This is an optimization exercise on Yosys and OpenROAD, whose aim is small area, not a production implementation. Where RTL was checked, it was by simulation tests only, not by an equivalence proof against the original. Only the layout flow was run in run 1; the RTL was not checked for function there. Power is estimated from default activity; no workload was simulated.

===== flow/run.sh =====
#!/bin/bash
# The standard layout (standard.sh), with these changes to how it is made:
# the port buffers use the smallest buffer cell (every port still gets one),
# the constant outputs share one tie cell, and the clock tree is built
# from smaller clock buffers.
export BUFFER_PORTS_ARGS="-buffer_cell sky130_fd_sc_hd__buf_1"
export SKIP_REPAIR_TIE_FANOUT=1
export CTS_ARGS="-sink_clustering_enable -repair_clock_nets -sink_clustering_size 20 -sink_clustering_max_diameter 50 -buf_list sky130_fd_sc_hd__clkbuf_8 -root_buf sky130_fd_sc_hd__clkbuf_16"
bash standard.sh > standard.log 2>&1

===== standard.sh =====
#!/bin/bash
# synth_recipe.tcl (not shown) runs the flow's synth.tcl, then flattens the netlist and writes it again
# the make line also repeats each setting of config.mk as NAME=value (left out here)
make -C /OpenROAD-flow-scripts/flow DESIGN_CONFIG=/design/flow/config.mk WORK_HOME=/design/flow/orfs CLKGATE_MAP_FILE= SYNTH_SCRIPT=/design/flow/synth_recipe.tcl "${@:-finish}"

===== config.mk =====
export PLATFORM = sky130hd
export DESIGN_NAME = miniplant_bridge
export DESIGN_NICKNAME = miniplant_bridge
export VERILOG_FILES = /design/flow/design.v
export SDC_FILE = /design/flow/constraint.sdc
export NUM_CORES = 4
export LEC_CHECK = 0
export CAP_MARGIN = 20
export CORE_MARGIN = 2
export CORE_UTILIZATION = 60
export PLACE_DENSITY = 0.7
export SLEW_MARGIN = 20

===== constraint.sdc =====
create_clock -name core_clock -period 6.0 [get_ports {clk}]
set_input_delay 1.2000 -clock core_clock [delete_from_list [all_inputs] [get_ports {clk}]]
set_output_delay 1.2000 -clock core_clock [all_outputs]
set_load 0.01 [all_outputs]

===== design.v =====
module mp_rx_fifo (
  input  wire        clk,
  input  wire        rst,
  input  wire        push,         
  input  wire [7:0]  push_data,
  input  wire        pop,          
  output wire [72:0] head,         
  output wire        ready,        
  output wire        overflow      
);
  reg [72:0] r0, r1, r2;
  reg [8:0]  r3;
  reg [1:0]  rows;    
  reg [3:0]  col;     
  wire full    = (rows == 2'd3) && col[1];
  wire do_push = push && !full;
  assign overflow = push && full;
  assign ready    = (rows != 2'd0);
  assign head     = r0;
  wire [1:0] wrow     = rows - {1'b0, pop};
  wire       col_last = (col == 4'd9);
  wire       bad_sb   = (push_data != 8'hAA);
  always @(posedge clk) begin
    if (rst) begin
      rows <= 2'd0;
      col  <= 4'd0;
    end else begin
      if (do_push)
        col <= col_last ? 4'd0 : col + 4'd1;
      rows <= rows - {1'b0, pop} + {1'b0, do_push && col_last};
    end
  end
  wire [3:0] wr;      
  assign wr[0] = do_push && (wrow == 2'd0);
  assign wr[1] = do_push && (wrow == 2'd1);
  assign wr[2] = do_push && (wrow == 2'd2);
  assign wr[3] = do_push && (wrow == 2'd3);
  wire [9:0] wc;      
  genvar k;
  generate
    for (k = 0; k < 10; k = k + 1) begin : g_wc
      assign wc[k] = (col == k);
    end
  endgenerate
  function [7:0] slot;
    input       w;        
    input       s;        
    input [7:0] d, n, q;
    slot = ({8{w}} & d) | ({8{s && !w}} & n) | ({8{!s && !w}} & q);
  endfunction
  wire bs0_n = pop ? r1[0] : r0[0];
  wire bs1_n = pop ? r2[0] : r1[0];
  wire bs2_n = pop ? r3[0] : r2[0];
  wire bs3_n = r3[0];
  wire w0b1 = wr[0] && (wc[0] || (wc[1] && !bs0_n));
  wire w1b1 = wr[1] && (wc[0] || (wc[1] && !bs1_n));
  wire w2b1 = wr[2] && (wc[0] || (wc[1] && !bs2_n));
  wire w3b1 = wr[3] && (wc[0] || (wc[1] && !bs3_n));
  always @(posedge clk) begin
    if (wr[0] && wc[0]) r0[0] <= bad_sb; else if (pop) r0[0] <= r1[0];
    if (wr[1] && wc[0]) r1[0] <= bad_sb; else if (pop) r1[0] <= r2[0];
    if (wr[2] && wc[0]) r2[0] <= bad_sb; else if (pop) r2[0] <= r3[0];
    if (wr[3] && wc[0]) r3[0] <= bad_sb;
    r0[8:1] <= slot(w0b1, pop, push_data, r1[8:1], r0[8:1]);
    r1[8:1] <= slot(w1b1, pop, push_data, r2[8:1], r1[8:1]);
    r2[8:1] <= slot(w2b1, pop, push_data, r3[8:1], r2[8:1]);
    if (w3b1) r3[8:1] <= push_data;
  end
  generate
    for (k = 2; k < 10; k = k + 1) begin : g_col
      always @(posedge clk) begin
        r0[8*k:8*k-7] <= slot(wr[0] && wc[k], pop, push_data,
                              r1[8*k:8*k-7], r0[8*k:8*k-7]);
        r1[8*k:8*k-7] <= slot(wr[1] && wc[k], pop, push_data,
                              r2[8*k:8*k-7], r1[8*k:8*k-7]);
        if (wr[2] && wc[k])
          r2[8*k:8*k-7] <= push_data;
      end
    end
  endgenerate
endmodule
module miniplant_bridge #(
  parameter [15:0]  ANALOG_BASE    = 16'd0,
  parameter [15:0]  INFLAG_BASE    = 16'd0,
  parameter [15:0]  OUTFLAG_BASE   = 16'd8,
  parameter [15:0]  OUTFLAG2_BASE  = 16'd16,
  parameter [15:0]  OVERRIDE_COIL  = 16'd100,
  parameter [15:0]  ACT_BASE       = 16'd8,
  parameter integer ACT_COUNT      = 14,    
  parameter integer RX_DEPTH       = 32,    
  parameter integer RX_AW          = 5,
  parameter integer BACKOFF_CYCLES = 16     
) (
  input  wire         clk,
  input  wire         rst,
  input  wire         rx_valid,
  input  wire [7:0]   rx_data,
  output wire         tx_valid,
  output wire [7:0]   tx_data,
  input  wire         tx_ready,
  input  wire         ser_link_ok,
  input  wire         plc_link_ok,
  output wire         plc_req_valid,
  input  wire         plc_req_ready,
  output reg  [7:0]   plc_req_fc,
  output reg  [15:0]  plc_req_addr,
  output reg  [4:0]   plc_req_cnt,
  output reg  [79:0]  plc_req_wdata,
  input  wire         plc_rsp_valid,
  input  wire         plc_rsp_ok,
  input  wire [1:0]   plc_rsp_cause,
  input  wire [15:0]  plc_rsp_rdata,
  input  wire         shutdown_req,
  input  wire [63:0]  wallclock,
  output wire         pst_valid,
  output wire [151:0] pst_data,
  output wire         log_valid,
  output wire [31:0]  log_word,
  output wire         ser_close,
  output wire         plc_close,
  output wire [3:0]   fsm_state,
  output wire         rx_overflow_o
);
  localparam [3:0] S_INIT         = 4'h0,
                   S_AWAIT        = 4'h1,
                   S_DECODE       = 4'h2,
                   S_WR_ANALOG    = 4'h3,
                   S_RD_OVERRIDE  = 4'h4,
                   S_WR_INFLAGS   = 4'h5,
                   S_WR_OUTFLAGS  = 4'h6,
                   S_WR_OUTFLAGS2 = 4'h7,
                   S_RD_ACTUATORS = 4'h8,
                   S_SEND_REPLY   = 4'h9,
                   S_PERSIST      = 4'hA,
                   S_BACKOFF      = 4'hB,
                   S_TEARDOWN     = 4'hC,
                   S_HALTED       = 4'hD,
                   S_FAILED       = 4'hE;
  localparam [7:0] FC_WRITE_REGS  = 8'h10,
                   FC_WRITE_COILS = 8'h0F,
                   FC_READ_COILS  = 8'h01;
  localparam [15:0] ACT_MASK = (ACT_COUNT >= 16) ? 16'hFFFF
                                                 : ((16'd1 << ACT_COUNT) - 16'd1);
  reg [3:0]  st;
  reg        pend;
  reg        shutdown;
  reg        rx_overflow;
  reg [72:0] frm;
  reg        ovr;
  reg [2:0]  act_hi;        
  reg [3:0]  cnt;           
  reg [63:0] wc_q;          
  reg [1:0]  lnk_q;         
  reg [1:0]  cause_q;       
  reg [2:0]  op_q;          
  reg        pst_valid_q;
  reg        log_valid_q;
  wire       bad_start = frm[0];
  wire [7:0] level1    = frm[8:1];      
  wire [7:0] level2    = frm[16:9];
  wire [7:0] tds       = frm[24:17];
  wire [7:0] flow      = frm[32:25];
  wire [7:0] pressure  = frm[40:33];
  wire [7:0] inF       = frm[48:41];
  wire [7:0] outF      = frm[56:49];
  wire [7:0] byte8     = frm[64:57];
  wire [5:0] outF2     = byte8[5:0];
  wire [7:0] rx_csum   = frm[72:65];
  wire [15:0] act = {2'b00, act_hi, frm[0], frm[64:63], frm[72:65]};
  wire        link_open = (st != S_HALTED) && (st != S_FAILED);
  wire        rx_push   = rx_valid && link_open;
  wire        rx_pop;
  wire [72:0] rx_head;
  wire        frame_ready;
  wire        rx_ovf_evt;
  mp_rx_fifo u_rxq (
    .clk        (clk),
    .rst        (rst),
    .push       (rx_push),
    .push_data  (rx_data),
    .pop        (rx_pop),
    .head       (rx_head),
    .ready      (frame_ready),
    .overflow   (rx_ovf_evt)
  );
  assign rx_pop = (st == S_AWAIT) && !shutdown && frame_ready;
  wire [7:0] fold = 8'hAA ^ level1 ^ level2 ^ tds ^ flow ^ pressure ^
                    inF ^ outF ^ byte8;
  wire       start_ok = !bad_start;
  wire       csum_ok  = (fold == rx_csum);
  wire is_plc_state = (st == S_WR_ANALOG)   || (st == S_RD_OVERRIDE)  ||
                      (st == S_WR_INFLAGS)  || (st == S_WR_OUTFLAGS)  ||
                      (st == S_WR_OUTFLAGS2)|| (st == S_RD_ACTUATORS);
  assign plc_req_valid = is_plc_state && !pend && !rst;
  wire req_fire = plc_req_valid && plc_req_ready;
  wire rsp_fire = is_plc_state && pend && plc_rsp_valid;
  reg [2:0] cur_op;
  always @(*) begin
    plc_req_fc    = 8'h00;
    plc_req_addr  = 16'h0000;
    plc_req_cnt   = 5'd0;
    plc_req_wdata = 80'd0;
    cur_op        = 3'd0;
    case (st)
      S_WR_ANALOG: begin
        plc_req_fc    = FC_WRITE_REGS;
        plc_req_addr  = ANALOG_BASE;
        plc_req_cnt   = 5'd5;
        plc_req_wdata = {8'h00, pressure, 8'h00, flow, 8'h00, tds,
                         8'h00, level2, 8'h00, level1};
        cur_op        = 3'd0;
      end
      S_RD_OVERRIDE: begin
        plc_req_fc    = FC_READ_COILS;
        plc_req_addr  = OVERRIDE_COIL;
        plc_req_cnt   = 5'd1;
        cur_op        = 3'd4;
      end
      S_WR_INFLAGS: begin
        plc_req_fc    = FC_WRITE_COILS;
        plc_req_addr  = INFLAG_BASE;
        plc_req_cnt   = 5'd8;
        plc_req_wdata = {72'd0, inF};
        cur_op        = 3'd1;
      end
      S_WR_OUTFLAGS: begin
        plc_req_fc    = FC_WRITE_COILS;
        plc_req_addr  = OUTFLAG_BASE;
        plc_req_cnt   = 5'd8;
        plc_req_wdata = {72'd0, outF};
        cur_op        = 3'd2;
      end
      S_WR_OUTFLAGS2: begin
        plc_req_fc    = FC_WRITE_COILS;
        plc_req_addr  = OUTFLAG2_BASE;
        plc_req_cnt   = 5'd6;
        plc_req_wdata = {74'd0, outF2};
        cur_op        = 3'd3;
      end
      S_RD_ACTUATORS: begin
        plc_req_fc    = FC_READ_COILS;
        plc_req_addr  = ACT_BASE;
        plc_req_cnt   = ACT_COUNT[4:0];
        cur_op        = 3'd5;
      end
      default: ;
    endcase
  end
  wire [1:0] txn = ovr ? 2'd3 : 2'd1;
  reg  [7:0] tx_byte;
  always @(*) begin
    if (!ovr)
      tx_byte = 8'hFF;
    else case (cnt[1:0])
      2'd0:    tx_byte = 8'hBB;
      2'd1:    tx_byte = act[7:0];
      default: tx_byte = act[15:8];
    endcase
  end
  wire   tx_more  = (cnt[1:0] != txn);
  assign tx_valid = (st == S_SEND_REPLY) && tx_more && !rst;
  assign tx_data  = tx_byte;
  wire   tx_fire  = tx_valid && tx_ready;
  assign ser_close     = (st == S_TEARDOWN) && !rst;
  assign plc_close     = (st == S_TEARDOWN) && !rst;
  assign fsm_state     = st;
  assign rx_overflow_o = rx_overflow;
  assign pst_valid     = pst_valid_q && !rst;
  assign log_valid     = log_valid_q && !rst;
  wire [7:0] applied0 = ovr ? act[7:0]  : outF;
  wire [7:0] applied1 = ovr ? act[15:8] : {2'b00, outF2};
  assign pst_data = {wc_q, applied1, applied0, {7'd0, ovr},
                     {2'b00, outF2}, outF, inF,
                     pressure, flow, tds, level2, level1};
  wire lg_start = (st == S_FAILED);
  wire lg_gw    = (st == S_BACKOFF);
  wire lg_bad   = !lg_start && !lg_gw && !start_ok;
  wire lg_csum  = !lg_start && !lg_gw && start_ok;
  assign log_word[3:0]   = lg_start ? 4'h5 : lg_gw ? 4'h4 : lg_bad ? 4'h2 : 4'h3;
  assign log_word[7:4]   = lg_gw ? {1'b0, op_q} : 4'hF;
  assign log_word[9:8]   = lg_gw ? cause_q : 2'd0;
  assign log_word[15:10] = 6'd0;
  assign log_word[23:16] = lg_start ? {6'd0, lnk_q} :
                           lg_bad   ? level1 :
                           lg_csum  ? fold : 8'h00;
  assign log_word[31:24] = lg_csum ? rx_csum : 8'h00;
  always @(posedge clk) begin
    wc_q    <= wallclock;
    lnk_q   <= {!plc_link_ok, !ser_link_ok};
    cause_q <= plc_rsp_cause;
    op_q    <= cur_op;
    if (rx_pop)
      frm <= rx_head;
    else if (st == S_RD_ACTUATORS) begin
      frm[72:65] <= plc_rsp_rdata[7:0];
      frm[64:63] <= plc_rsp_rdata[9:8];
      frm[0]     <= plc_rsp_rdata[10];
      act_hi     <= plc_rsp_rdata[13:11];
    end
    if (st == S_RD_OVERRIDE)
      ovr <= plc_rsp_rdata[0];
    if (st == S_SEND_REPLY) begin
      if (tx_fire)
        cnt <= cnt + 4'd1;
    end else if (st == S_BACKOFF)
      cnt <= cnt + 4'd1;
    else
      cnt <= 4'd0;
    if (rst) begin
      st          <= S_INIT;
      pend        <= 1'b0;
      shutdown    <= 1'b0;
      rx_overflow <= 1'b0;
      pst_valid_q <= 1'b0;
      log_valid_q <= 1'b0;
    end else begin
      pst_valid_q <= 1'b0;
      log_valid_q <= 1'b0;
      if (shutdown_req)
        shutdown <= 1'b1;
      if (rx_ovf_evt)
        rx_overflow <= 1'b1;
      if (req_fire)
        pend <= 1'b1;
      case (st)
        S_INIT: begin
          if (ser_link_ok && plc_link_ok) begin
            st <= S_AWAIT;
          end else begin
            log_valid_q <= 1'b1;
            st          <= S_FAILED;
          end
        end
        S_AWAIT: begin
          if (shutdown)
            st <= S_TEARDOWN;
          else if (frame_ready)
            st <= S_DECODE;
        end
        S_DECODE: begin
          if (!start_ok || !csum_ok) begin
            log_valid_q <= 1'b1;
            st          <= S_AWAIT;
          end else begin
            st          <= S_WR_ANALOG;
          end
        end
        S_WR_ANALOG, S_RD_OVERRIDE, S_WR_INFLAGS,
        S_WR_OUTFLAGS, S_WR_OUTFLAGS2, S_RD_ACTUATORS: begin
          if (rsp_fire) begin
            pend <= 1'b0;
            if (!plc_rsp_ok) begin
              log_valid_q <= 1'b1;
              st          <= S_BACKOFF;
            end else begin
              case (st)
                S_WR_ANALOG:    st <= S_RD_OVERRIDE;
                S_RD_OVERRIDE:  st <= plc_rsp_rdata[0] ? S_RD_ACTUATORS
                                                       : S_WR_INFLAGS;
                S_WR_INFLAGS:   st <= S_WR_OUTFLAGS;
                S_WR_OUTFLAGS:  st <= S_WR_OUTFLAGS2;
                S_WR_OUTFLAGS2: st <= S_SEND_REPLY;
                default:        st <= S_SEND_REPLY;   
              endcase
            end
          end
        end
        S_SEND_REPLY: begin
          if (!tx_more)
            st <= S_PERSIST;
        end
        S_PERSIST: begin
          pst_valid_q <= 1'b1;
          st          <= S_AWAIT;
        end
        S_BACKOFF: begin
          if (cnt == BACKOFF_CYCLES - 1)
            st <= S_AWAIT;
        end
        S_TEARDOWN: st <= S_HALTED;
        default: ;
      endcase
    end
  end
endmodule

==> results by group, run 1 <==
Synth
  • Warnings, synthesis: 2
  • Register area share after synthesis: 0.584
  • Syn Area/Cell: around 11 µm²
  • Syn nets: 1,536
  • Synthesized flop and latch total: 395
  • Distinct cells, synth: 58
  • Main synth FF type: dfxtp_1
  • EDFF count, synth: 154
  • Synthesized instance count: 1,431
  • Mapped Area: 16,200 µm²
  • Ys async rst share: 0

CTS
  • Post-CTS Setup Inserts: 0
  • Clk buf depth: 3
  • Clock Sinks: 395
  • Worst-path clk slew: roughly 0.090 ns
  • Cts hold-fix bufs: 0
  • Post_cts resized: 0
  • Htree depth: 2
  • CTS tree: built
  • CTS root buffer: clkbuf_16
  • CTS Buf Count: 34
  • Worst skew pair latency: 0.51 ns

Floorplan
  • Die W: 168 µm
  • Core footprint: between 20,000 and 30,000 µm²
  • Die area: ~28,000 µm²
  • Starting density of the core: 0.606
  • FP Rows: 60
  • Die Ht: about 170 µm
  • I/O Pins: between 400 and 500

GRT
  • Grt total ovfl: 0
  • Pin count of the biggest net entering global routing: approximately 130
  • Initial antenna violation count: 0
  • Gr usage total: 0.272
  • Vias in the first global route: 10,300
  • Global-route wire length before repair: 58,900 µm

STA
  • Max Clock Freq: 225 MHz
  • Final worst slack: approximately 1.6 ns
  • Hold Worst Slack: 0.432 ns
  • Rel. slew slack: 0.323
  • Min Tclk post-route: 4.45 ns
  • Clock skew: ~0.027 ns
  • Worst Tran Pin Value: slightly above 1 ns
  • RSZ-0062 raised after global routing: false
  • Setup violators final: 0
  • Final Hold Violating Endpoints: 0
  • Final setup TNS: 0 ns
  • Tcrit/Tclk final: 0.741
  • Fin. max-slew vios: 0

Cells and area
  • Nets: 1,766
  • Ant diodes: 0
  • Area grow syn2layout: 10.1%
  • Fraction of layout cells with a size suffix above 1: 0.0640

Worst setup path
  • Cell repeated most along the worst path: o21ai_0
  • Slowest stage cell on the critical path: dfxtp_1
  • Crit Path Max Fanout: 21
  • Cell family contributing the most delay on the critical path: simple AND/OR/NAND/NOR gates
  • CP Capture Type: output pin
  • CP required: 4.80 ns
  • Slowest stage delay, CP: just under 0.9 ns
  • Critical Path, Cell by Cell: nand2_1, nor2_1, inv_1, o21ai_0, buf_4, o21ai_0, buf_1
  • Bufs and invs on worst path: 3
  • Arrival time at the worst endpoint: about 3.3 ns
  • CP Launch Type: register
  • Kind of critical path: register to output pin

Routing
  • DRT iter0 DRCs: 870
  • WL per Instance: about 20 µm
  • Vias: 11,200
  • Routed WL: 40,100 µm
  • Via density: 5.55
  • Antenna-violating nets left: 0
  • Drt pass-1 iters: 5
  • # DRC: 0

Status
  • Status: finished clean

Place
  • HPWL after DPL: 27,900 µm
  • Placement Setup Slack: roughly 2.1 ns
  • I/O Buffers: 336
  • Placer Congestion: 0.931

Job
  • Max-cap violations: 0

Power
  • Peak supply drop: 0.273 mV
  • Pwr/cell area: roughly 320 nW/µm²
  • Pleak: approximately 6.2 nW

Hold path
  • Hold WC Path Type: register to register
## state kept, by name, summed over array words and instances, names as in the netlist, 3 cells and up
| signal | cells |
|---|---|
| cnt | 4 |
| op_q | 3 |
| wc_q | 64 |
| frm | 73 |
| st | 4 |
| u_rxq.r3 | 9 |
| u_rxq.r0 | 73 |
| u_rxq.r1 | 73 |
| act_hi | 3 |
| u_rxq.r2 | 73 |
| u_rxq.col | 4 |
## stage by stage
stage | util | power, W | instances | instance area (µm²)
after global placement | 0.638 | 0.00403 | 1966 | 17100
after detailed placement | 0.638 | 0.00405 | 1966 | 17100
after floorplan | - | 0.00380 | 1431 | 16200
after global routing | 0.667 | 0.00590 | 2028 | 17800
after CTS | 0.667 | 0.00570 | 2028 | 17800
final | 0.667 | 0.00567 | 2028 | 17800
## worst reg2reg max path, cell delays in order, from the launching register on
cell	delay, ns
dfxtp_1	0.89
nand2b_1	0.38
nor4_4	0.37
ha_1	0.28
a21oi_1	0.13
nor3_2	0.74
nand2_1	0.64
nor2_1	0.29
a21oi_1	0.07
## cell usage after synthesis (all sizes together), types with 7 or more instances
cell type / instances / area share
a211oi: 7 / 0.0036
a21oi: 136 / 0.042
a222oi: 7 / 0.0043
and2: 45 / 0.017
buf: 107 / 0.047
clkbuf: 52 / 0.012
dfxtp: 241 / 0.30
edfxtp: 154 / 0.29
inv: 17 / 0.0039
mux2: 27 / 0.019
mux2i: 165 / 0.10
nand2: 89 / 0.021
nand2b: 15 / 0.0058
nor2: 165 / 0.038
nor2b: 13 / 0.0050
nor3: 18 / 0.0062
o21ai: 46 / 0.014
xnor2: 58 / 0.031
## worst paths after layout
kind         slack (ns)  cells past startpoint          from           end
max                1.55                      7         st[0]  log_word[17]
min                0.43                      0  u_rxq.r0[62]       frm[62]
max reg2reg        2.07                      8         st[0]  u_rxq.r0[47]
min reg2reg        0.43                      0  u_rxq.r0[62]       frm[62]
## final cells by class
| type | count | area, µm² |
|---|---|---|
| clock buffers | 39 | 593 |
| flip-flops and latches | 395 | 9450 |
| repair buffers | 353 | 1400 |
| well taps | 341 | 427 |
| multi-input cells | 860 | 5720 |
| inverters | 17 | 63.8 |
| clock inverters | 23 | 170 |
| fillers | 2134 | 8900 |
## power breakdown
group	switching, W	internal (W)	leakage, nW	total, W
sequential	0.000175	0.00297	3.43	0.00315
combinational	0.000515	0.000346	2.36	0.000861
clock	0.000917	0.000747	0.409	0.00166
total	0.00161	0.00407	6.19	0.00567
## cells by family (layout without fill, tap and decap cells)
| kind of cell | count (synthesis) | in the layout | share of synthesized area |
|---|---|---|---|
| simple gates | 373 | 373 | 0.106 |
| compound gates | 217 | 217 | 0.0755 |
| xor+xnor | 72 | 72 | 0.0461 |
| other cells | 1 | 1 | 0.000232 |
| buf+inv | 176 | 432 | 0.0632 |
| mux | 192 | 192 | 0.121 |
| flops | 395 | 395 | 0.584 |
| fa+ha+maj | 5 | 5 | 0.00387 |
## layer usage
layer,share of wire,GRT usage
met4,0.038,0.103
met1,0.41,0.364
met3,0.074,0.0350
met5,0,0
met2,0.48,0.456
## cell usage in the layout (no fill, tap or decap), types with 4 or more instances in the layout
cell       count
o21ai_0       27
a21oi_1      136
o21ai_1       19
or3_1          6
xor2_1         6
xor3_1         5
clkbuf_16      5
ha_1           5
nand2_1       89
buf_1        336
clkinv_2       4
a222oi_1       7
dfxtp_1      241
nor2_1       164
xnor2_1       58
nor2b_1       13
nor3_1        16
buf_4         16
clkbuf_8      34
edfxtp_1     154
a211oi_1       6
inv_1         23
mux2i_1      165
nand2b_1      15
and2_1        45
nand3_1        4
mux2_2        27
==> run 2: changes to the inputs <==
--- a/design.v
+++ b/design.v
@@ -6,3 +6,3 @@
   input  wire        pop,          
-  output wire [72:0] head,         
+  output wire [63:0] head,         
   output wire        ready,        
@@ -10,6 +10,7 @@
 );
-  reg [72:0] r0, r1, r2;
-  reg [8:0]  r3;
+  reg [63:0] r0, r1, r2;
+  reg [8:0]  r3;      
   reg [1:0]  rows;    
   reg [3:0]  col;     
+  reg [7:0]  fold;    
   wire full    = (rows == 2'd3) && col[1];
@@ -22,2 +23,3 @@
   wire       bad_sb   = (push_data != 8'hAA);
+  wire       bad_cs   = (push_data != fold);
   always @(posedge clk) begin
@@ -31,2 +33,4 @@
     end
+    if (do_push)
+      fold <= (col == 4'd0) ? push_data : (fold ^ push_data);
   end
@@ -54,6 +58,9 @@
   wire bs3_n = r3[0];
-  wire w0b1 = wr[0] && (wc[0] || (wc[1] && !bs0_n));
-  wire w1b1 = wr[1] && (wc[0] || (wc[1] && !bs1_n));
-  wire w2b1 = wr[2] && (wc[0] || (wc[1] && !bs2_n));
-  wire w3b1 = wr[3] && (wc[0] || (wc[1] && !bs3_n));
+  wire [7:0] b1_d = wc[9] ? fold : push_data;
+  wire       b1_w = wc[1] || (wc[9] && bad_cs);
+  wire w0b1 = wr[0] && (wc[0] || (b1_w && !bs0_n));
+  wire w1b1 = wr[1] && (wc[0] || (b1_w && !bs1_n));
+  wire w2b1 = wr[2] && (wc[0] || (b1_w && !bs2_n));
+  wire w3b1 = wr[3] && (wc[0] || (b1_w && !bs3_n));
+  wire b2_w = wc[2] || (wc[9] && bad_cs);
   always @(posedge clk) begin
@@ -63,16 +70,27 @@
     if (wr[3] && wc[0]) r3[0] <= bad_sb;
-    r0[8:1] <= slot(w0b1, pop, push_data, r1[8:1], r0[8:1]);
-    r1[8:1] <= slot(w1b1, pop, push_data, r2[8:1], r1[8:1]);
-    r2[8:1] <= slot(w2b1, pop, push_data, r3[8:1], r2[8:1]);
+    if (wr[0] && wc[9]) r0[1] <= bad_cs; else if (pop) r0[1] <= r1[1];
+    if (wr[1] && wc[9]) r1[1] <= bad_cs; else if (pop) r1[1] <= r2[1];
+    if (wr[2] && wc[9]) r2[1] <= bad_cs;
+    r0[9:2] <= slot(w0b1, pop, b1_d, r1[9:2], r0[9:2]);
+    r1[9:2] <= slot(w1b1, pop, b1_d, r2[9:2], r1[9:2]);
+    r2[9:2] <= slot(w2b1, pop, b1_d, r3[8:1], r2[9:2]);
     if (w3b1) r3[8:1] <= push_data;
+    r0[17:10] <= slot(wr[0] && b2_w, pop, push_data, r1[17:10], r0[17:10]);
+    r1[17:10] <= slot(wr[1] && b2_w, pop, push_data, r2[17:10], r1[17:10]);
+    if (wr[2] && b2_w) r2[17:10] <= push_data;
+    r0[63:58] <= slot(wr[0] && wc[8], pop, push_data, {2'b00, r1[63:58]},
+                      {2'b00, r0[63:58]});
+    r1[63:58] <= slot(wr[1] && wc[8], pop, push_data, {2'b00, r2[63:58]},
+                      {2'b00, r1[63:58]});
+    if (wr[2] && wc[8]) r2[63:58] <= push_data[5:0];
   end
   generate
-    for (k = 2; k < 10; k = k + 1) begin : g_col
+    for (k = 3; k < 8; k = k + 1) begin : g_col
       always @(posedge clk) begin
-        r0[8*k:8*k-7] <= slot(wr[0] && wc[k], pop, push_data,
-                              r1[8*k:8*k-7], r0[8*k:8*k-7]);
-        r1[8*k:8*k-7] <= slot(wr[1] && wc[k], pop, push_data,
-                              r2[8*k:8*k-7], r1[8*k:8*k-7]);
+        r0[8*k+1:8*k-6] <= slot(wr[0] && wc[k], pop, push_data,
+                                r1[8*k+1:8*k-6], r0[8*k+1:8*k-6]);
+        r1[8*k+1:8*k-6] <= slot(wr[1] && wc[k], pop, push_data,
+                                r2[8*k+1:8*k-6], r1[8*k+1:8*k-6]);
         if (wr[2] && wc[k])
-          r2[8*k:8*k-7] <= push_data;
+          r2[8*k+1:8*k-6] <= push_data;
       end
@@ -147,5 +165,5 @@
   reg        rx_overflow;
-  reg [72:0] frm;
+  reg [63:0] frm;
   reg        ovr;
-  reg [2:0]  act_hi;        
+  reg [13:0] act;           
   reg [3:0]  cnt;           
@@ -158,13 +176,11 @@
   wire       bad_start = frm[0];
-  wire [7:0] level1    = frm[8:1];      
-  wire [7:0] level2    = frm[16:9];
-  wire [7:0] tds       = frm[24:17];
-  wire [7:0] flow      = frm[32:25];
-  wire [7:0] pressure  = frm[40:33];
-  wire [7:0] inF       = frm[48:41];
-  wire [7:0] outF      = frm[56:49];
-  wire [7:0] byte8     = frm[64:57];
-  wire [5:0] outF2     = byte8[5:0];
-  wire [7:0] rx_csum   = frm[72:65];
-  wire [15:0] act = {2'b00, act_hi, frm[0], frm[64:63], frm[72:65]};
+  wire       bad_csum  = frm[1];
+  wire [7:0] level1    = frm[9:2];      
+  wire [7:0] level2    = frm[17:10];    
+  wire [7:0] tds       = frm[25:18];
+  wire [7:0] flow      = frm[33:26];
+  wire [7:0] pressure  = frm[41:34];
+  wire [7:0] inF       = frm[49:42];
+  wire [7:0] outF      = frm[57:50];
+  wire [5:0] outF2     = frm[63:58];
   wire        link_open = (st != S_HALTED) && (st != S_FAILED);
@@ -172,3 +188,3 @@
   wire        rx_pop;
-  wire [72:0] rx_head;
+  wire [63:0] rx_head;
   wire        frame_ready;
@@ -186,6 +202,4 @@
   assign rx_pop = (st == S_AWAIT) && !shutdown && frame_ready;
-  wire [7:0] fold = 8'hAA ^ level1 ^ level2 ^ tds ^ flow ^ pressure ^
-                    inF ^ outF ^ byte8;
   wire       start_ok = !bad_start;
-  wire       csum_ok  = (fold == rx_csum);
+  wire       csum_ok  = !bad_csum;
   wire is_plc_state = (st == S_WR_ANALOG)   || (st == S_RD_OVERRIDE)  ||
@@ -256,3 +270,3 @@
       2'd1:    tx_byte = act[7:0];
-      default: tx_byte = act[15:8];
+      default: tx_byte = {2'b00, act[13:8]};
     endcase
@@ -270,3 +284,3 @@
   wire [7:0] applied0 = ovr ? act[7:0]  : outF;
-  wire [7:0] applied1 = ovr ? act[15:8] : {2'b00, outF2};
+  wire [7:0] applied1 = {2'b00, ovr ? act[13:8] : outF2};
   assign pst_data = {wc_q, applied1, applied0, {7'd0, ovr},
@@ -283,5 +297,4 @@
   assign log_word[23:16] = lg_start ? {6'd0, lnk_q} :
-                           lg_bad   ? level1 :
-                           lg_csum  ? fold : 8'h00;
-  assign log_word[31:24] = lg_csum ? rx_csum : 8'h00;
+                           lg_gw    ? 8'h00 : level1;
+  assign log_word[31:24] = lg_csum ? level2 : 8'h00;
   always @(posedge clk) begin
@@ -293,8 +306,4 @@
       frm <= rx_head;
-    else if (st == S_RD_ACTUATORS) begin
-      frm[72:65] <= plc_rsp_rdata[7:0];
-      frm[64:63] <= plc_rsp_rdata[9:8];
-      frm[0]     <= plc_rsp_rdata[10];
-      act_hi     <= plc_rsp_rdata[13:11];
-    end
+    if (st == S_RD_ACTUATORS)
+      act <= plc_rsp_rdata[13:0];
     if (st == S_RD_OVERRIDE)
--- a/flow/run.sh
+++ b/flow/run.sh
@@ -7,3 +7,3 @@
 export SKIP_REPAIR_TIE_FANOUT=1
-export CTS_ARGS="-sink_clustering_enable -repair_clock_nets -sink_clustering_size 20 -sink_clustering_max_diameter 50 -buf_list sky130_fd_sc_hd__clkbuf_8 -root_buf sky130_fd_sc_hd__clkbuf_16"
+export CTS_ARGS="-sink_clustering_enable -repair_clock_nets -sink_clustering_size 20 -sink_clustering_max_diameter 50 -buf_list sky130_fd_sc_hd__clkbuf_8 -root_buf sky130_fd_sc_hd__clkbuf_16 -dont_use_dummy_load"
 bash standard.sh > standard.log 2>&1
--- a/config.mk
+++ b/config.mk
@@ -7,2 +7,3 @@
 export LEC_CHECK = 0
+export ABC_AREA = 1
 export CAP_MARGIN = 20
==> run 2 against run 1 <==
  * Still clean
  * Register-to-register slack got worse by 0.09 ns
  * Fmax is 11% higher
  * Sequential power decreased by 3%
  * Clock power is 16% lower
  * Area after synthesis fell by 8.1%
  * Sequential cell count down 17
  * Hold slack worse by 0.024 ns
  * Global-route usage is 0.31 points lower
  * Utilization is 0.71 points higher
  * Synthesized cell count up 8.7%
  * Critical endpoint is now u_rxq.r2[54]
==> results by group, run 2 <==
Status
  • Status: finished clean

Synth
  • Distinct cells, synth: 49 (-16%)
  • Mapped Area: 14,900 µm² (-8.1%)
  • Synthesized flop and latch total: 378 (-4.3%)
  • Top cells by area, synth: edfxtp_1 32%, dfxtp_1 30%, nand2_1 10%
  • Warnings, synthesis: 2 (unchanged)
  • Post-synth top area share: 0.317 (+0.0188)
  • Count leader, synth: nand2_1
  • Synthesized instance count: 1,556 (+8.7%)
  • Ys async rst share: 0 (unchanged)
  • Register area share after synthesis: 0.614 (+0.0306)
  • Main synth FF type: dfxtp_1
  • Synth cell count leaders: 413 x nand2_1, 221 x dfxtp_1, 157 x edfxtp_1
  • Largest area contributor in the netlist: edfxtp_1
  • EDFF count, synth: 157 (+1.9%)
  • Syn nets: 1,661 (+8.1%)
  • Syn Area/Cell: 9.56 µm² (-15%)

CTS
  • CTS root buffer: clkbuf_16
  • Clock Sinks: 378 (-4.3%)
  • Post-CTS Setup Inserts: 0 (unchanged)
  • Cts hold-fix bufs: 0 (unchanged)
  • Htree depth: 2 (unchanged)
  • Post_cts resized: 0 (unchanged)
  • Clk buf depth: 3 (unchanged)
  • Worst skew pair latency: 0.51 ns (about the same)
  • CTS tree: built
  • CTS Buf Count: 36 (+5.9%)
  • Worst-path clk slew: 0.09 ns (about the same)

Routing
  • Vias: 11,300 (+0.56%)
  • WL per Instance: 16.7 µm (-15%)
  • Drt pass-1 iters: 5 (unchanged)
  • Routed WL: 35,800 µm (-11%)
  • DRT iter0 DRCs: 908 (+4.4%)
  • Antenna-violating nets left: 0 (unchanged)
  • # DRC: 0 (unchanged)
  • Via density: 5.28 (-4.8%)

Worst setup path
  • Kind of critical path: register to register
  • CP Launch Type: register
  • Flop2flop setup slack: 1.98 ns (-0.09 ns)
  • CP required: 6.11 ns (+1.31 ns)
  • Arrival time at the worst endpoint: 4.13 ns (+0.88 ns)
  • Reg2Reg Launch Point: st[0]
  • CP Capture Type: register
  • Cells on worst reg2reg path: 15 (+7)
  • Reg2reg end: u_rxq.r2[54]
  • Crit Path Max Fanout: 61 (+190%)

GRT
  • Pin count of the biggest net entering global routing: 74 (-41%)
  • GR peak layer: met2
  • Global-route wire length before repair: 54,700 µm (-7.1%)
  • GRT met2 Usage: 0.433 (-0.0227)
  • Gr usage total: 0.269 (-0.00308)
  • Grt total ovfl: 0 (unchanged)
  • Vias in the first global route: 10,300 (+0.44%)
  • Initial antenna violation count: 0 (unchanged)
  • Met3 Track Usage GR: 0.0431 (+0.00812)
  • Global-route met1 utilization: 0.379 (+0.0154)

STA
  • Min Tclk post-route: 4.02 ns (-0.429 ns)
  • RSZ-0062 raised after global routing: false
  • Final Hold Violating Endpoints: 0 (unchanged)
  • Rel. slew slack: 0.469 (+0.146)
  • Fin. max-slew vios: 0 (unchanged)
  • Hold Worst Slack: 0.407 ns (-0.0245 ns)
  • Tcrit/Tclk final: 0.669 (-0.0715)
  • Clock skew: 0.0692 ns (+0.0424 ns)
  • Max Clock Freq: 249 MHz (+11%)
  • Final worst slack: 1.98 ns (+0.429 ns)
  • Final setup TNS: 0 ns (unchanged)
  • Setup violators final: 0 (unchanged)
  • Worst Tran Pin Value: 0.796 ns (-0.217 ns)

Floorplan
  • Core footprint: 24,300 µm² (-9.0%)
  • FP Rows: 57 (-5.0%)
  • I/O Pins: 412 (unchanged)
  • Die Ht: 161 µm (-4.0%)
  • Die W: 161 µm (-4.0%)
  • Die area: 26,100 µm² (-7.9%)
  • Starting density of the core: 0.612 (+0.00605)

Cells and area
  • Nets: 1,926 (+9.1%)
  • Most frequent cells in the layout: 413 x nand2_1, 336 x buf_1, 221 x dfxtp_1
  • Ant diodes: 0 (unchanged)
  • Area grow syn2layout: 10.2% (about the same)
  • Most common cell after layout, fill and taps aside: nand2_1
  • Fraction of layout cells with a size suffix above 1: 0.0638 (-0.000248)

Power
  • Pwr/cell area: 321 nW/µm² (+0.86%)
  • Peak supply drop: 0.229 mV (-16%)
  • Pleak: 6.29 nW (+1.6%)

Hold path
  • Hold Path Stages: 0 (unchanged)
  • Hold WC Path Type: register to register
  • Min-Delay Endpoint: frm[49]
  • Min-delay src: u_rxq.r0[49]

Place
  • Placer Congestion: 0.942 (+1.2%)
  • Placement Setup Slack: 1.95 ns (-0.135 ns)
  • HPWL after DPL: 24,700 µm (-11%)
  • I/O Buffers: 336 (unchanged)

Job
  • Max-cap violations: 0 (unchanged)
-- run 2: changes by cell type after synthesis, moves of 44 or more --
cell / previous run / this run
mux2i_1: 165 / 0
a21oi_1: 136 / 15
nand3_1: 4 / 118
o211ai_1: 1 / 54
xnor2_1: 58 / 0
inv_1: 17 / 119
nand2_1: 89 / 413
and2_1: 45 / 1
nand4_1: 1 / 48
-- run 2: layer usage --
| layer | wire length (µm) | share of wire | vias to the layer above |
|---|---|---|---|
| met5 | 0 | 0 | - |
| met2 | 16800 | 0.47 | 454 |
| met3 | 2800 | 0.078 | 62 |
| li1 | - | - | 5585 |
| met1 | 15300 | 0.43 | 5210 |
| met4 | 859 | 0.024 | 0 |
-- run 2: logic make-up (layout without fill, tap and decap cells) --
| kind of cell | Yosys count | in the layout | synth area share |
|---|---|---|---|
| flip-flops | 378 | 378 | 0.614 |
| buffers and inverters | 260 | 523 | 0.0894 |
| other | 1 | 1 | 0.000252 |
| AO/OA/AOI/OAI | 140 | 140 | 0.0633 |
| XOR/XNOR | 1 | 1 | 0.000589 |
| adder cells (fa/ha/maj) | 5 | 5 | 0.00421 |
| multiplexers | 3 | 3 | 0.00227 |
| AND/OR/NAND/NOR | 768 | 768 | 0.226 |
-- run 2: worst max-delay path by stage --
stage | from | endpoint | slack, ns | cells past startpoint
2_1_floorplan | st[0] | u_rxq.r0[1] | 2.22 | 16
3_3_place_gp | st[0] | u_rxq.r2[56] | 1.98 | 15
3_5_place_dp | st[0] | u_rxq.r2[56] | 1.95 | 15
4_1_cts | st[0] | u_rxq.r2[54] | 1.99 | 15
5_1_grt | st[0] | u_rxq.r2[23] | 1.68 | 15
6_report | st[0] | u_rxq.r2[54] | 1.98 | 15
-- run 2: critical path: stages, from the launching register on --
cell	delay, ns
dfxtp_1	0.48
inv_2	0.09
nor2_1	0.19
nand2_1	0.09
nor2_1	0.17
nand2_2	0.06
buf_4	0.34
inv_4	0.58
ha_1	0.29
or2_1	0.12
nand2_2	0.09
inv_1	0.11
nand2_1	0.09
nor2_4	0.20
inv_1	0.21
nor2_1	0.57
-- run 2: area by class of cell --
type | instances | area [µm²]
inverters | 136 | 517
fillers | 2080 | 7930
flip-flops and latches | 378 | 9140
repair buffers | 351 | 1370
multi-input cells | 918 | 4410
well taps | 324 | 405
clock buffers | 36 | 552
-- run 2: power by group --
group	total, W	leakage [nW]	internal [W]	switching (W)
Clock	0.00139	0.285	0.000613	0.000775
Sequential	0.00306	3.26	0.00293	0.000127
Combinational	0.000819	2.74	0.000264	0.000555
Total	0.00526	6.29	0.00381	0.00146
-- run 2: through the flow --
| step | total power (W) | instance area, µm² | instances | util |
|---|---|---|---|---|
| floorplan | 0.00367 | 14900 | 1556 | - |
| global placement | 0.00392 | 15800 | 2107 | 0.651 |
| detailed placement | 0.00393 | 15800 | 2107 | 0.651 |
| CTS | 0.00530 | 16400 | 2143 | 0.674 |
| global route | 0.00551 | 16400 | 2143 | 0.674 |
| finish | 0.00526 | 16400 | 2143 | 0.674 |
==> run 3: changes to the inputs <==
--- a/flow/run.sh
+++ b/flow/run.sh
@@ -7,3 +7,4 @@
 export SKIP_REPAIR_TIE_FANOUT=1
-export CTS_ARGS="-sink_clustering_enable -repair_clock_nets -sink_clustering_size 20 -sink_clustering_max_diameter 50 -buf_list sky130_fd_sc_hd__clkbuf_8 -root_buf sky130_fd_sc_hd__clkbuf_16 -dont_use_dummy_load"
+export RECOVER_POWER=100
+export CTS_ARGS="-sink_clustering_enable -repair_clock_nets -sink_clustering_size 20 -sink_clustering_max_diameter 50 -buf_list sky130_fd_sc_hd__clkbuf_8 -root_buf sky130_fd_sc_hd__clkbuf_16"
 bash standard.sh > standard.log 2>&1
--- a/config.mk
+++ b/config.mk
@@ -7,3 +7,2 @@
 export LEC_CHECK = 0
-export ABC_AREA = 1
 export CAP_MARGIN = 20
==> run 3 against run 2 <==
  * Now fails the layout checks on max-capacitance violations, max-slew violations
  * Design area increased by 2.4%
  * Sequential power decreased by 1%
  * Power increased by 9.0%
  * Sequential share of layout area decreased by 1.3 points
  * Fmax decreased by 20%
  * Non-clock buffer count increased by 6
  * Synthesized cell count decreased by 7.5%
  * Highest routed layer unchanged
==> results by group, run 3 <==
Status
  • Status: failed layout checks
  • Layout Check Fails: max-capacitance violations, max-slew violations

Synth
  • Register area share after synthesis: 0.600 (-0.0139)
  • Post-synth top area share: 0.310 (-0.00719)
  • Count leader, synth: nand2_1
  • Mapped Area: 15,200 µm² (+2.3%)
  • Synthesized flop and latch total: 378 (unchanged)
  • EDFF count, synth: 157 (unchanged)
  • Syn Area/Cell: 10.6 µm² (+11%)
  • Largest area contributor in the netlist: edfxtp_1
  • Warnings, synthesis: 2 (unchanged)
  • Synthesized instance count: 1,440 (-7.5%)
  • Syn nets: 1,545 (-7.0%)
  • Main synth FF type: dfxtp_1
  • Top cells by area, synth: edfxtp_1 31%, dfxtp_1 29%, nand2_1 7.3%
  • Ys async rst share: 0 (unchanged)
  • Distinct cells, synth: 67 (+37%)
  • Synth cell count leaders: 295 x nand2_1, 221 x dfxtp_1, 157 x edfxtp_1

Worst setup path
  • Cells on worst reg2reg path: 7 (-8)
  • Reg2Reg Launch Point: st[3]
  • Flop2flop setup slack: 1.41 ns (-0.57 ns)
  • Reg2reg end: u_rxq.r1[5]
  • Kind of critical path: register to output pin
  • Arrival time at the worst endpoint: 3.81 ns (-0.32 ns)
  • CP Launch Type: register
  • CP Capture Type: output pin
  • CP required: 4.80 ns (-1.31 ns)
  • Crit Path Max Fanout: 24 (-61%)

STA
  • Fin. max-slew vios: 365 (+365)
  • Final setup TNS: 0 ns (unchanged)
  • RSZ-0062 raised after global routing: false
  • Worst Tran Pin Value: 2.20 ns (+1.40 ns)
  • Max Clock Freq: 200 MHz (-20%)
  • Clock skew: 0.0236 ns (-0.0456 ns)
  • Setup violators final: 0 (unchanged)
  • Tcrit/Tclk final: 0.835 (+0.165)
  • Final Hold Violating Endpoints: 0 (unchanged)
  • Rel. slew slack: -0.467 (-0.936)
  • Final worst slack: 0.991 ns (-0.992 ns)
  • Min Tclk post-route: 5.01 ns (+0.992 ns)

Cells and area
  • Final instance area: 16,800 µm² (+2.4%)
  • Most frequent cells in the layout: 335 x buf_1, 296 x nand2_1, 221 x dfxtp_1
  • Fill count: 2,038 (-2.0%)
  • Multi-input gate area: 4920 µm² (+12%)
  • Nets: 1,768 (-8.2%)
  • Area grow syn2layout: 10.3% (about the same)
  • Fraction of layout cells with a size suffix above 1: 0.0574 (-0.00634)
  • Sequential cell area: 9140 µm² (unchanged)
  • Most common cell after layout, fill and taps aside: buf_1
  • Final Non-Filler Cells: 2,020 (-5.7%)

CTS
  • Post_cts resized: 0 (unchanged)
  • CTS root buffer: clkbuf_16
  • Htree depth: 2 (unchanged)
  • Clk buf depth: 3 (unchanged)
  • Worst skew pair latency: 0.51 ns (about the same)
  • Worst-path clk slew: 0.10 ns (about the same)
  • Post-CTS Setup Inserts: 0 (unchanged)
  • CTS Buf Count: 35 (-2.8%)
  • Cts hold-fix bufs: 0 (unchanged)
  • CTS tree: built
  • Clock Sinks: 378 (unchanged)

Place
  • I/O Buffers: 336 (unchanged)
  • DP Area: 16,000 µm² (+1.3%)
  • HPWL after DPL: 25,100 µm (+1.4%)
  • Placer Congestion: 0.941 (-0.15%)
  • Placement Setup Slack: 2.17 ns (+0.213 ns)
  • Placed insts: 1,956 (-7.2%)

Hold path
  • Min-delay src: u_rxq.r0[42]
  • Hold Path Stages: 0 (unchanged)
  • Min-Delay Endpoint: frm[42]
  • Hold WC Path Type: register to register

Floorplan
  • Core footprint: 25,000 µm² (+2.9%)
  • Starting density of the core: 0.608 (-0.00372)
  • Die W: 163 µm (+1.1%)
  • FP Rows: 58 (+1.8%)
  • Die Ht: 163 µm (+1.1%)
  • Die area: 26,700 µm² (+2.3%)
  • I/O Pins: 412 (unchanged)

GRT
  • Vias in the first global route: 10,400 (+0.51%)
  • Global-route wire length before repair: 55,700 µm (+1.8%)
  • Pin count of the biggest net entering global routing: 99 (+34%)
  • Grt total ovfl: 0 (unchanged)
  • Gr usage total: 0.270 (+0.00134)
  • Initial antenna violation count: 0 (unchanged)

Routing
  • Antenna-violating nets left: 0 (unchanged)
  • # DRC: 0 (unchanged)
  • DRT iter0 DRCs: 749 (-18%)
  • Routed WL: 37,100 µm (+3.7%)
  • Via density: 5.48 (+3.8%)
  • Drt pass-1 iters: 5 (unchanged)
  • WL per Instance: 18.4 µm (+10%)
  • Vias: 11,100 (-2.1%)

Power
  • Peak supply drop: 0.274 mV (+20%)
  • Pleak: 6.90 nW (+9.6%)
  • Pwr/cell area: 342 nW/µm² (+6.4%)

Job
  • Max-cap violations: 9 (+9)
==> run 3: logic make-up after synthesis <==
group,after synthesis,synth area share
other,1,0.000246
buffers and inverters,188,0.0709
AOI/OAI and AO/OA,169,0.0719
xor gates and xnor gates,25,0.0144
adders and majority gates,5,0.00411
muxes,105,0.0744
DFF,378,0.600
and+or+nand+nor,569,0.164
==> run 3: worst max path at each step <==
stage / start / to
3_3_place_gp: st[3] / u_rxq.r2[60]
4_1_cts: st[1] / log_word[4]
6_report: st[1] / log_word[4]
2_1_floorplan: st[0] / u_rxq.r2[10]
3_5_place_dp: st[1] / log_word[4]
5_1_grt: st[1] / log_word[4]
==> run 3: power by group <==
group	switching, W	internal (W)	total (W)
Combinational	0.000586	0.000315	0.000902
Sequential	0.000147	0.00287	0.00302
Clock	0.000995	0.000819	0.00181
Total	0.00173	0.00400	0.00573
==> run 3: critical path: stages, from the launching register on <==
cell      delay (ns)
dfxtp_1         0.71
clkbuf_1        0.59
and2_0          0.96
buf_4           0.43
nand2_1         0.15
or2_2           0.33
buf_1           0.14
==> run 3: metal layers <==
| layer | GRT usage | part of all wire |
|---|---|---|
| met5 | 0 | 0 |
| met4 | 0.113 | 0.039 |
| met3 | 0.0475 | 0.063 |
| met2 | 0.465 | 0.49 |
| met1 | 0.337 | 0.41 |
==> run 3: cell type report <==
type	instances	share of cell area
inverters	17	0.00403
well taps	330	0.0246
diodes	1	0.000149
repair buffers	357	0.0807
multi-input cells	874	0.293
clock buffers	37	0.0337
flip-flops and latches	378	0.545
clock inverters	26	0.0191
==> run 3: stage by stage <==
| stage | utilization | total power, W | hold slack (ns) |
|---|---|---|---|
| 2_1_floorplan | - | 0.00373 | 0.400 |
| 3_3_place_gp | 0.641 | 0.00399 | 0.411 |
| 3_5_place_dp | 0.641 | 0.00401 | 0.415 |
| 4_1_cts | 0.676 | 0.00581 | 0.432 |
| 5_1_grt | 0.670 | 0.00598 | 0.447 |
| 6_report | 0.670 | 0.00573 | 0.427 |
==> run 4: changes to the inputs <==
--- a/flow/run.sh
+++ b/flow/run.sh
@@ -7,3 +7,2 @@
 export SKIP_REPAIR_TIE_FANOUT=1
-export RECOVER_POWER=100
 export CTS_ARGS="-sink_clustering_enable -repair_clock_nets -sink_clustering_size 20 -sink_clustering_max_diameter 50 -buf_list sky130_fd_sc_hd__clkbuf_8 -root_buf sky130_fd_sc_hd__clkbuf_16"
==> run 4 against run 3 <==
  * The run now finishes clean
  * Sequential power about the same
  * Cell count about the same
  * Power increased by 0.78%
  * Global-route usage unchanged
  * First-iteration DRC count decreased by 0.13%
  * Combinational power increased by 4.5%
  * Wire length increased by 0.12%
  * Clock power about the same
==> results by group, run 4 <==
Synth
  • Distinct cells, synth: 67 (unchanged)
  • Mapped Area: 15,200 µm² (unchanged)
  • Post-synth top area share: 0.310 (unchanged)
  • Largest area contributor in the netlist: edfxtp_1
  • Top cells by area, synth: edfxtp_1 31%, dfxtp_1 29%, nand2_1 7.3%
  • Syn Area/Cell: 10.6 µm² (unchanged)
  • Count leader, synth: nand2_1
  • Main synth FF type: dfxtp_1
  • Synthesized flop and latch total: 378 (unchanged)
  • Register area share after synthesis: 0.600 (unchanged)
  • Ys async rst share: 0 (unchanged)
  • Warnings, synthesis: 2 (unchanged)
  • EDFF count, synth: 157 (unchanged)
  • Synth cell count leaders: 295 x nand2_1, 221 x dfxtp_1, 157 x edfxtp_1
  • Syn nets: 1,545 (unchanged)
  • Synthesized instance count: 1,440 (unchanged)

Floorplan
  • I/O Pins: 412 (unchanged)
  • Die area: 26,700 µm² (unchanged)
  • Die Ht: 163 µm (unchanged)
  • Die W: 163 µm (unchanged)
  • FP Rows: 58 (unchanged)
  • Starting density of the core: 0.608 (unchanged)
  • Core footprint: 25,000 µm² (unchanged)

CTS
  • Worst skew pair latency: 0.51 ns (about the same)
  • CTS root buffer: clkbuf_16
  • Post-CTS Setup Inserts: 0 (unchanged)
  • Htree depth: 2 (unchanged)
  • CTS tree: built
  • Clock Sinks: 378 (unchanged)
  • Cts hold-fix bufs: 0 (unchanged)
  • Worst-path clk slew: 0.11 ns (about the same)
  • Clk buf depth: 3 (unchanged)
  • CTS Buf Count: 35 (unchanged)
  • Post_cts resized: 0 (unchanged)

Routing
  • Vias: 11,100 (+0.33%)
  • Drt pass-1 iters: 7 (+2)
  • Antenna-violating nets left: 0 (unchanged)
  • Routed WL: 37,200 µm (+0.12%)
  • WL per Instance: 18.4 µm (+0.17%)
  • Via density: 5.50 (+0.38%)
  • DRT iter0 DRCs: 748 (-0.13%)
  • # DRC: 0 (unchanged)

Worst setup path
  • Worst setup path start: st[1]
  • Reg2Reg Launch Point: st[3]
  • CP Launch Type: register
  • CP Capture Type: output pin
  • Cell repeated most along the worst path: buf_4
  • Critical Path, Cell by Cell: buf_4, and2_1, buf_4, nand2_1, or2_2, buf_1
  • Kind of critical path: register to output pin
  • Cell family contributing the most delay on the critical path: simple AND/OR/NAND/NOR gates
  • Slowest stage delay, CP: 0.71 ns (-0.25 ns)
  • Arrival time at the worst endpoint: 3.22 ns (-0.59 ns)
  • CP required: 4.80 ns (about the same)
  • Slowest stage cell on the critical path: dfxtp_1
  • Bufs and invs on worst path: 3 (unchanged)
  • Crit Path Max Fanout: 24 (unchanged)

STA
  • Fin. max-slew vios: 0 (-100%)
  • Hold Worst Slack: 0.425 ns (-0.00121 ns)
  • RSZ-0062 raised after global routing: false
  • Setup violators final: 0 (unchanged)
  • Final setup TNS: 0 ns (unchanged)
  • Final Hold Violating Endpoints: 0 (unchanged)
  • Clock skew: 0.0239 ns (+0.000344 ns)
  • Max Clock Freq: 226 MHz (+13%)
  • Rel. slew slack: 0.273 (+0.740)
  • Min Tclk post-route: 4.42 ns (-0.585 ns)
  • Worst Tran Pin Value: 1.08 ns (-1.12 ns)
  • Tcrit/Tclk final: 0.737 (-0.0975)

Place
  • HPWL after DPL: 25,100 µm (unchanged)
  • Placer Congestion: 0.941 (unchanged)
  • I/O Buffers: 336 (unchanged)

Cells and area
  • Fraction of layout cells with a size suffix above 1: 0.0805 (+0.0231)
  • Area grow syn2layout: 11.3%
  • Fill count: 1,997 (-2.0%)
  • Nets: 1,768 (unchanged)
  • Most frequent cells in the layout: 336 x buf_1, 295 x nand2_1, 221 x dfxtp_1
  • Sequential cell area: 9140 µm² (unchanged)
  • Ant diodes: 0 (-1)
  • Multi-input gate area: 5010 µm² (+1.9%)
  • Most common cell after layout, fill and taps aside: buf_1

GRT
  • Global-route wire length before repair: 55,700 µm (unchanged)
  • Gr usage total: 0.270 (unchanged)
  • Initial antenna violation count: 0 (unchanged)
  • Vias in the first global route: 10,400 (unchanged)
  • Pin count of the biggest net entering global routing: 99 (unchanged)
  • Grt total ovfl: 0 (unchanged)

Power
  • Pwr/cell area: 341 nW/µm² (-0.18%)
  • Psw: 0.00174 W (+0.65%)
  • Logic pwr share: 0.163 (+0.006)
  • Pleak: 7.02 nW (+1.8%)
  • Part of the power in registers: 0.523 (-0.003)
  • Switch share: 0.301 (-0.000391)
  • P_int: 0.00404 W (+0.83%)
  • Peak supply drop: 0.285 mV (+3.9%)
  • Clock power frac: 0.314 (-0.002)

Job
  • Max-cap violations: 0 (-9)

Hold path
  • Min-delay src: u_rxq.r0[42]
  • Hold WC Path Type: register to register

Status
  • Status: finished clean
==> run 4: cell count changes in the layout (fill, tap and decap cells not counted), moves of 2 or more <==
cell	before	now
and2_0	7	0
and2_1	4	10
nor3_2	0	2
o21ai_2	0	2
nor3_1	12	10
clkbuf_2	3	0
mux2_4	0	9
o21ai_0	20	17
buf_4	3	20
clkbuf_1	16	0
mux2_2	26	29
mux2_1	12	0
==> run 4: cell families (layout without fill, tap and decap cells) <==
group	after synthesis	in the layout	share of synthesized area
AO/OA/AOI/OAI	169	169	0.0719
adder cells (fa/ha/maj)	5	5	0.00411
buffers and inverters	188	437	0.0709
AND/OR/NAND/NOR	569	569	0.164
XOR/XNOR	25	25	0.0144
multiplexers	105	105	0.0744
other	1	1	0.000246
flip-flops	378	378	0.600
==> run 4: final cells by class <==
type                            count  share of cell area
Inverter                           17             0.00406
Multi-Input combinational cell    874               0.296
Clock buffer                       37              0.0334
Clock inverter                     26              0.0189
Timing Repair Buffer              357              0.0840
Tap cell                          330              0.0244
Sequential cell                   378               0.539
==> run 4: path summary, 6_finish.rpt <==
| kind | slack, ns | end | depth (start not counted) |
|---|---|---|---|
| max | 1.58 | log_word[4] | 6 |
| max reg2reg | 2.18 | u_rxq.r2[63] | 8 |
| min reg2reg | 0.43 | frm[42] | 0 |
| min | 0.43 | frm[42] | 0 |
==> run 4: worst reg2reg max path, cell delays in order (launching register included) <==
cell      delay (ns)
dfxtp_1         0.97
nor3_2          0.11
nand3b_1        0.27
inv_6           0.04
ha_1            0.24
nand2b_1        0.17
o21a_1          0.20
or3_1           0.54
nor3_1          0.91
==> run 4: power by group through the flow <==
stage	logic (W)	clock network, W	registers [W]
after floorplan	0.000720	0	0.00301
after global placement	0.000915	0	0.00307
after detailed placement	0.000931	0	0.00308
after CTS	0.000935	0.00186	0.00302
after global routing	0.00103	0.00195	0.00304
final	0.000943	0.00182	0.00302
==> run 4: routing by layer <==
layer / vias up / routed length (µm) / part of all wire / GRT usage
met5: - / 0 / 0 / 0
met4: 0 / 1470 / 0.040 / 0.113
li1: 5316 / - / - / -
met3: 92 / 2540 / 0.068 / 0.0475
met1: 5243 / 15000 / 0.41 / 0.337
met2: 458 / 18100 / 0.49 / 0.465
==> run 4: stage by stage <==
step                 util  worst slack [ns]  total power [W]  instance area (µm²)  cells
floorplan               -             0.737          0.00373                15200   1440
global placement    0.641              2.26          0.00399                16000   1956
detailed placement  0.641              2.17          0.00401                16000   1956
CTS                 0.676              1.63          0.00581                16900   2019
global route        0.677              1.41          0.00602                16900   2019
finish              0.677              1.58          0.00578                16900   2019
==> run 5: changes to the inputs <==
--- a/design.v
+++ b/design.v
@@ -170,7 +170,4 @@
   reg [63:0] wc_q;          
-  reg [1:0]  lnk_q;         
-  reg [1:0]  cause_q;       
-  reg [2:0]  op_q;          
-  reg        pst_valid_q;
-  reg        log_valid_q;
+  reg [1:0]  aux_q;         
+  reg [3:0]  prv;           
   wire       bad_start = frm[0];
@@ -210,3 +207,2 @@
   wire rsp_fire = is_plc_state && pend && plc_rsp_valid;
-  reg [2:0] cur_op;
   always @(*) begin
@@ -216,3 +212,2 @@
     plc_req_wdata = 80'd0;
-    cur_op        = 3'd0;
     case (st)
@@ -224,3 +219,2 @@
                          8'h00, level2, 8'h00, level1};
-        cur_op        = 3'd0;
       end
@@ -230,3 +224,2 @@
         plc_req_cnt   = 5'd1;
-        cur_op        = 3'd4;
       end
@@ -237,3 +230,2 @@
         plc_req_wdata = {72'd0, inF};
-        cur_op        = 3'd1;
       end
@@ -244,3 +236,2 @@
         plc_req_wdata = {72'd0, outF};
-        cur_op        = 3'd2;
       end
@@ -251,3 +242,2 @@
         plc_req_wdata = {74'd0, outF2};
-        cur_op        = 3'd3;
       end
@@ -257,3 +247,2 @@
         plc_req_cnt   = ACT_COUNT[4:0];
-        cur_op        = 3'd5;
       end
@@ -281,4 +270,18 @@
   assign rx_overflow_o = rx_overflow;
-  assign pst_valid     = pst_valid_q && !rst;
-  assign log_valid     = log_valid_q && !rst;
+  wire   log_evt = ((st == S_FAILED)  && (prv == S_INIT))   ||   
+                   ((st == S_AWAIT)   && (prv == S_DECODE)) ||   
+                   ((st == S_BACKOFF) && (prv != S_BACKOFF));    
+  assign pst_valid     = (st == S_AWAIT) && (prv == S_PERSIST) && !rst;
+  assign log_valid     = log_evt && !rst;
+  reg [2:0] gw_op;
+  always @(*) begin
+    case (prv)
+      S_RD_OVERRIDE:  gw_op = 3'd4;
+      S_WR_INFLAGS:   gw_op = 3'd1;
+      S_WR_OUTFLAGS:  gw_op = 3'd2;
+      S_WR_OUTFLAGS2: gw_op = 3'd3;
+      S_RD_ACTUATORS: gw_op = 3'd5;
+      default:        gw_op = 3'd0;    
+    endcase
+  end
   wire [7:0] applied0 = ovr ? act[7:0]  : outF;
@@ -293,6 +296,6 @@
   assign log_word[3:0]   = lg_start ? 4'h5 : lg_gw ? 4'h4 : lg_bad ? 4'h2 : 4'h3;
-  assign log_word[7:4]   = lg_gw ? {1'b0, op_q} : 4'hF;
-  assign log_word[9:8]   = lg_gw ? cause_q : 2'd0;
+  assign log_word[7:4]   = lg_gw ? {1'b0, gw_op} : 4'hF;
+  assign log_word[9:8]   = lg_gw ? aux_q : 2'd0;
   assign log_word[15:10] = 6'd0;
-  assign log_word[23:16] = lg_start ? {6'd0, lnk_q} :
+  assign log_word[23:16] = lg_start ? {6'd0, aux_q} :
                            lg_gw    ? 8'h00 : level1;
@@ -301,5 +304,4 @@
     wc_q    <= wallclock;
-    lnk_q   <= {!plc_link_ok, !ser_link_ok};
-    cause_q <= plc_rsp_cause;
-    op_q    <= cur_op;
+    aux_q   <= (st == S_INIT) ? {!plc_link_ok, !ser_link_ok} : plc_rsp_cause;
+    prv     <= st;
     if (rx_pop)
@@ -322,7 +324,3 @@
       rx_overflow <= 1'b0;
-      pst_valid_q <= 1'b0;
-      log_valid_q <= 1'b0;
     end else begin
-      pst_valid_q <= 1'b0;
-      log_valid_q <= 1'b0;
       if (shutdown_req)
@@ -338,3 +336,2 @@
           end else begin
-            log_valid_q <= 1'b1;
             st          <= S_FAILED;
@@ -350,3 +347,2 @@
           if (!start_ok || !csum_ok) begin
-            log_valid_q <= 1'b1;
             st          <= S_AWAIT;
@@ -361,3 +357,2 @@
             if (!plc_rsp_ok) begin
-              log_valid_q <= 1'b1;
               st          <= S_BACKOFF;
@@ -381,3 +376,2 @@
         S_PERSIST: begin
-          pst_valid_q <= 1'b1;
           st          <= S_AWAIT;
--- a/flow/run.sh
+++ b/flow/run.sh
@@ -7,3 +7,3 @@
 export SKIP_REPAIR_TIE_FANOUT=1
-export CTS_ARGS="-sink_clustering_enable -repair_clock_nets -sink_clustering_size 20 -sink_clustering_max_diameter 50 -buf_list sky130_fd_sc_hd__clkbuf_8 -root_buf sky130_fd_sc_hd__clkbuf_16"
+export CTS_ARGS="-sink_clustering_enable -repair_clock_nets -sink_clustering_size 20 -sink_clustering_max_diameter 50 -buf_list sky130_fd_sc_hd__clkbuf_8 -root_buf sky130_fd_sc_hd__clkbuf_16 -dont_use_dummy_load"
 bash standard.sh > standard.log 2>&1
--- a/config.mk
+++ b/config.mk
@@ -7,6 +7,7 @@
 export LEC_CHECK = 0
+export ABC_AREA = 1
 export CAP_MARGIN = 20
 export CORE_MARGIN = 2
-export CORE_UTILIZATION = 60
-export PLACE_DENSITY = 0.7
+export CORE_UTILIZATION = 75
+export PLACE_DENSITY = 0.85
 export SLEW_MARGIN = 20
==> run 5 against run 4 <==
  * Now fails the layout checks on antenna violations
  * Worst setup slack improved by 0.53 ns
  * Sequential cell count fell by 3
  * Cell count increased by 3.5%
  * Global-route usage grew 11 points
  * Critical endpoint is now log_word[28]
==> results by group, run 5 <==
Status
  • Status: failed layout checks
  • Layout Check Fails: antenna violations

CTS
  • Worst skew pair latency: 0.51 ns (about the same)
  • Post_cts resized: 0 (unchanged)
  • CTS Buf Count: 34 (-2.9%)
  • Worst-path clk slew: 0.11 ns (about the same)
  • Post-CTS Setup Inserts: 0 (unchanged)

GRT
  • Gr usage total: 0.377 (+0.106)
  • Vias in the first global route: 11,400 (+10%)
  • Global-route wire length before repair: 59,600 µm (+6.9%)
  • Pin count of the biggest net entering global routing: 80 (-19%)
  • Initial antenna violation count: 2 (+2)

Worst setup path
  • Kind of critical path: register to output pin
  • CP Launch Type: register
  • Arrival time at the worst endpoint: 2.70 ns (-0.52 ns)
  • CP Capture Type: output pin
  • Crit Path Max Fanout: 8 (-67%)

STA
  • Final setup TNS: 0 ns (unchanged)
  • Max Clock Freq: 257 MHz (+14%)
  • RSZ-0062 raised after global routing: false
  • Tcrit/Tclk final: 0.649 (-0.0881)
  • Clock skew: 0.0632 ns (+0.0393 ns)
  • Rel. slew slack: 0.263 (-0.0104)
  • Worst Tran Pin Value: 1.10 ns (+0.0155 ns)
  • Final Hold Violating Endpoints: 0 (unchanged)
  • Min Tclk post-route: 3.90 ns (-0.529 ns)

Hold path
  • Hold Path Stages: 0 (unchanged)

Routing
  • Via density: 5.92 (+7.7%)
  • Antenna-violating nets left: 1 (+1)
  • # DRC: 0 (unchanged)

Place
  • Placer Congestion: 1.04 (+11%)
  • HPWL after DPL: 28,000 µm (+12%)

Synth
  • Post-synth top area share: 0.318 (+0.00856)
  • Largest area contributor in the netlist: edfxtp_1
  • Top cells by area, synth: edfxtp_1 32%, dfxtp_1 29%, nand2_1 11%
  • Register area share after synthesis: 0.613 (+0.0125)
  • Warnings, synthesis: 2 (unchanged)
  • Syn nets: 1,672 (+8.2%)
  • Synthesized instance count: 1,569 (+9.0%)

Floorplan
  • Die Ht: 145 µm (-11%)
  • I/O Pins: 412 (unchanged)
  • Die area: 20,900 µm² (-22%)
  • FP Rows: 51 (-12%)

Cells and area
  • Most frequent cells in the layout: 429 x nand2_1, 336 x buf_1, 218 x dfxtp_1
  • Most common cell after layout, fill and taps aside: nand2_1
  • Area grow syn2layout: 9.44%
  • Nets: 1,925 (+8.9%)
  • Fraction of layout cells with a size suffix above 1: 0.0495 (-0.0311)

Job
  • Max-cap violations: 0 (unchanged)
==> run 5: power breakdown <==
| group | switching, W | internal [W] |
|---|---|---|
| combinational | 0.000602 | 0.000276 |
| clock | 0.000773 | 0.000585 |
| sequential | 0.000157 | 0.00293 |
| total | 0.00153 | 0.00379 |
==> run 5: kinds of logic (layout without fill, tap and decap cells) <==
logic type                 Yosys count  after routing  share of synthesized area
AOI/OAI and AO/OA                  139            139                     0.0620
xor gates and xnor gates             3              3                    0.00177
adders and majority gates            3              3                    0.00253
buffers and inverters              273            524                     0.0933
DFF                                375            375                      0.613
muxes                                1              1                   0.000760
other                                1              6                   0.000253
and+or+nand+nor                    774            774                      0.226
==> run 5: layout make-up <==
class                   count  area (µm²)
flip-flops and latches    375        9080
diodes                      5        12.5
fillers                  1147        3190
well taps                 265         332
clock buffers              34         524
inverters                 141         537
multi-input cells         921        4370
repair buffers            349        1360
==> run 5: worst max-delay path: stages (launching register included) <==
cell and delay, ns:
dfxtp_1 0.54, inv_1 0.13, nand2_1 0.12, nor2_1 0.13
nor2_1 0.25, inv_1 0.25, or2_2 0.46, nor2_1 0.14
buf_1 0.17
==> run 5: stage by stage <==
stage | setup slack [ns] | power (W) | hold slack [ns] | area [µm²] | util
3_3_place_gp | 2.34 | 0.00395 | 0.411 | 15700 | 0.807
6_report | 2.10 | 0.00532 | 0.410 | 16200 | 0.836
4_1_cts | 2.18 | 0.00529 | 0.409 | 16200 | 0.834
3_5_place_dp | 2.26 | 0.00399 | 0.416 | 15700 | 0.807
2_1_floorplan | 2.97 | 0.00371 | 0.400 | 14800 | -
5_1_grt | 1.94 | 0.00552 | 0.412 | 16200 | 0.835
==> run 5: path summary, 6_finish.rpt <==
check	endpoint	slack [ns]	from
max	log_word[28]	2.10	st[0]
min	frm[52]	0.41	u_rxq.r0[52]
max reg2reg	u_rxq.r0[30]	2.48	st[0]
min reg2reg	frm[52]	0.41	u_rxq.r0[52]
==> run 5: per-layer routing <==
layer / part of all wire / vias to the layer above / track usage
met5: 0 / - / 0
met4: 0.041 / 0 / 0.160
met3: 0.11 / 135 / 0.0993
met2: 0.48 / 786 / 0.602
met1: 0.37 / 5825 / 0.491
li1: - / 5636 / -

[afterwards: timing with drivers on the ports]
The results above use ideal ports. As a check the final layouts listed here were re-extracted and re-timed, cells and wires unchanged. Step 1: set_driving_cell puts a clkbuf_16 on clk and a buf_2 on each other input, an assumption about the parent block. Step 2 times the ports against the registers' clock, not the clock port: input delays grow and output delays shrink by t, the midpoint of the rising clock arrivals with the driver on. Three values: ideal ports, drivers, drivers and shift; two values: the first two.
run	shift t [ns]	setup WS [ns]
run 1	0.538	1.554 / 1.516 / 2.054
run 2	0.522	1.983 / 1.983 / 1.983
run 3	0.546	0.991 / 0.942 / 1.056
run 4	0.546	1.576 / 1.527 / 2.074
run 5	0.522	2.105 / 2.059 / 2.188
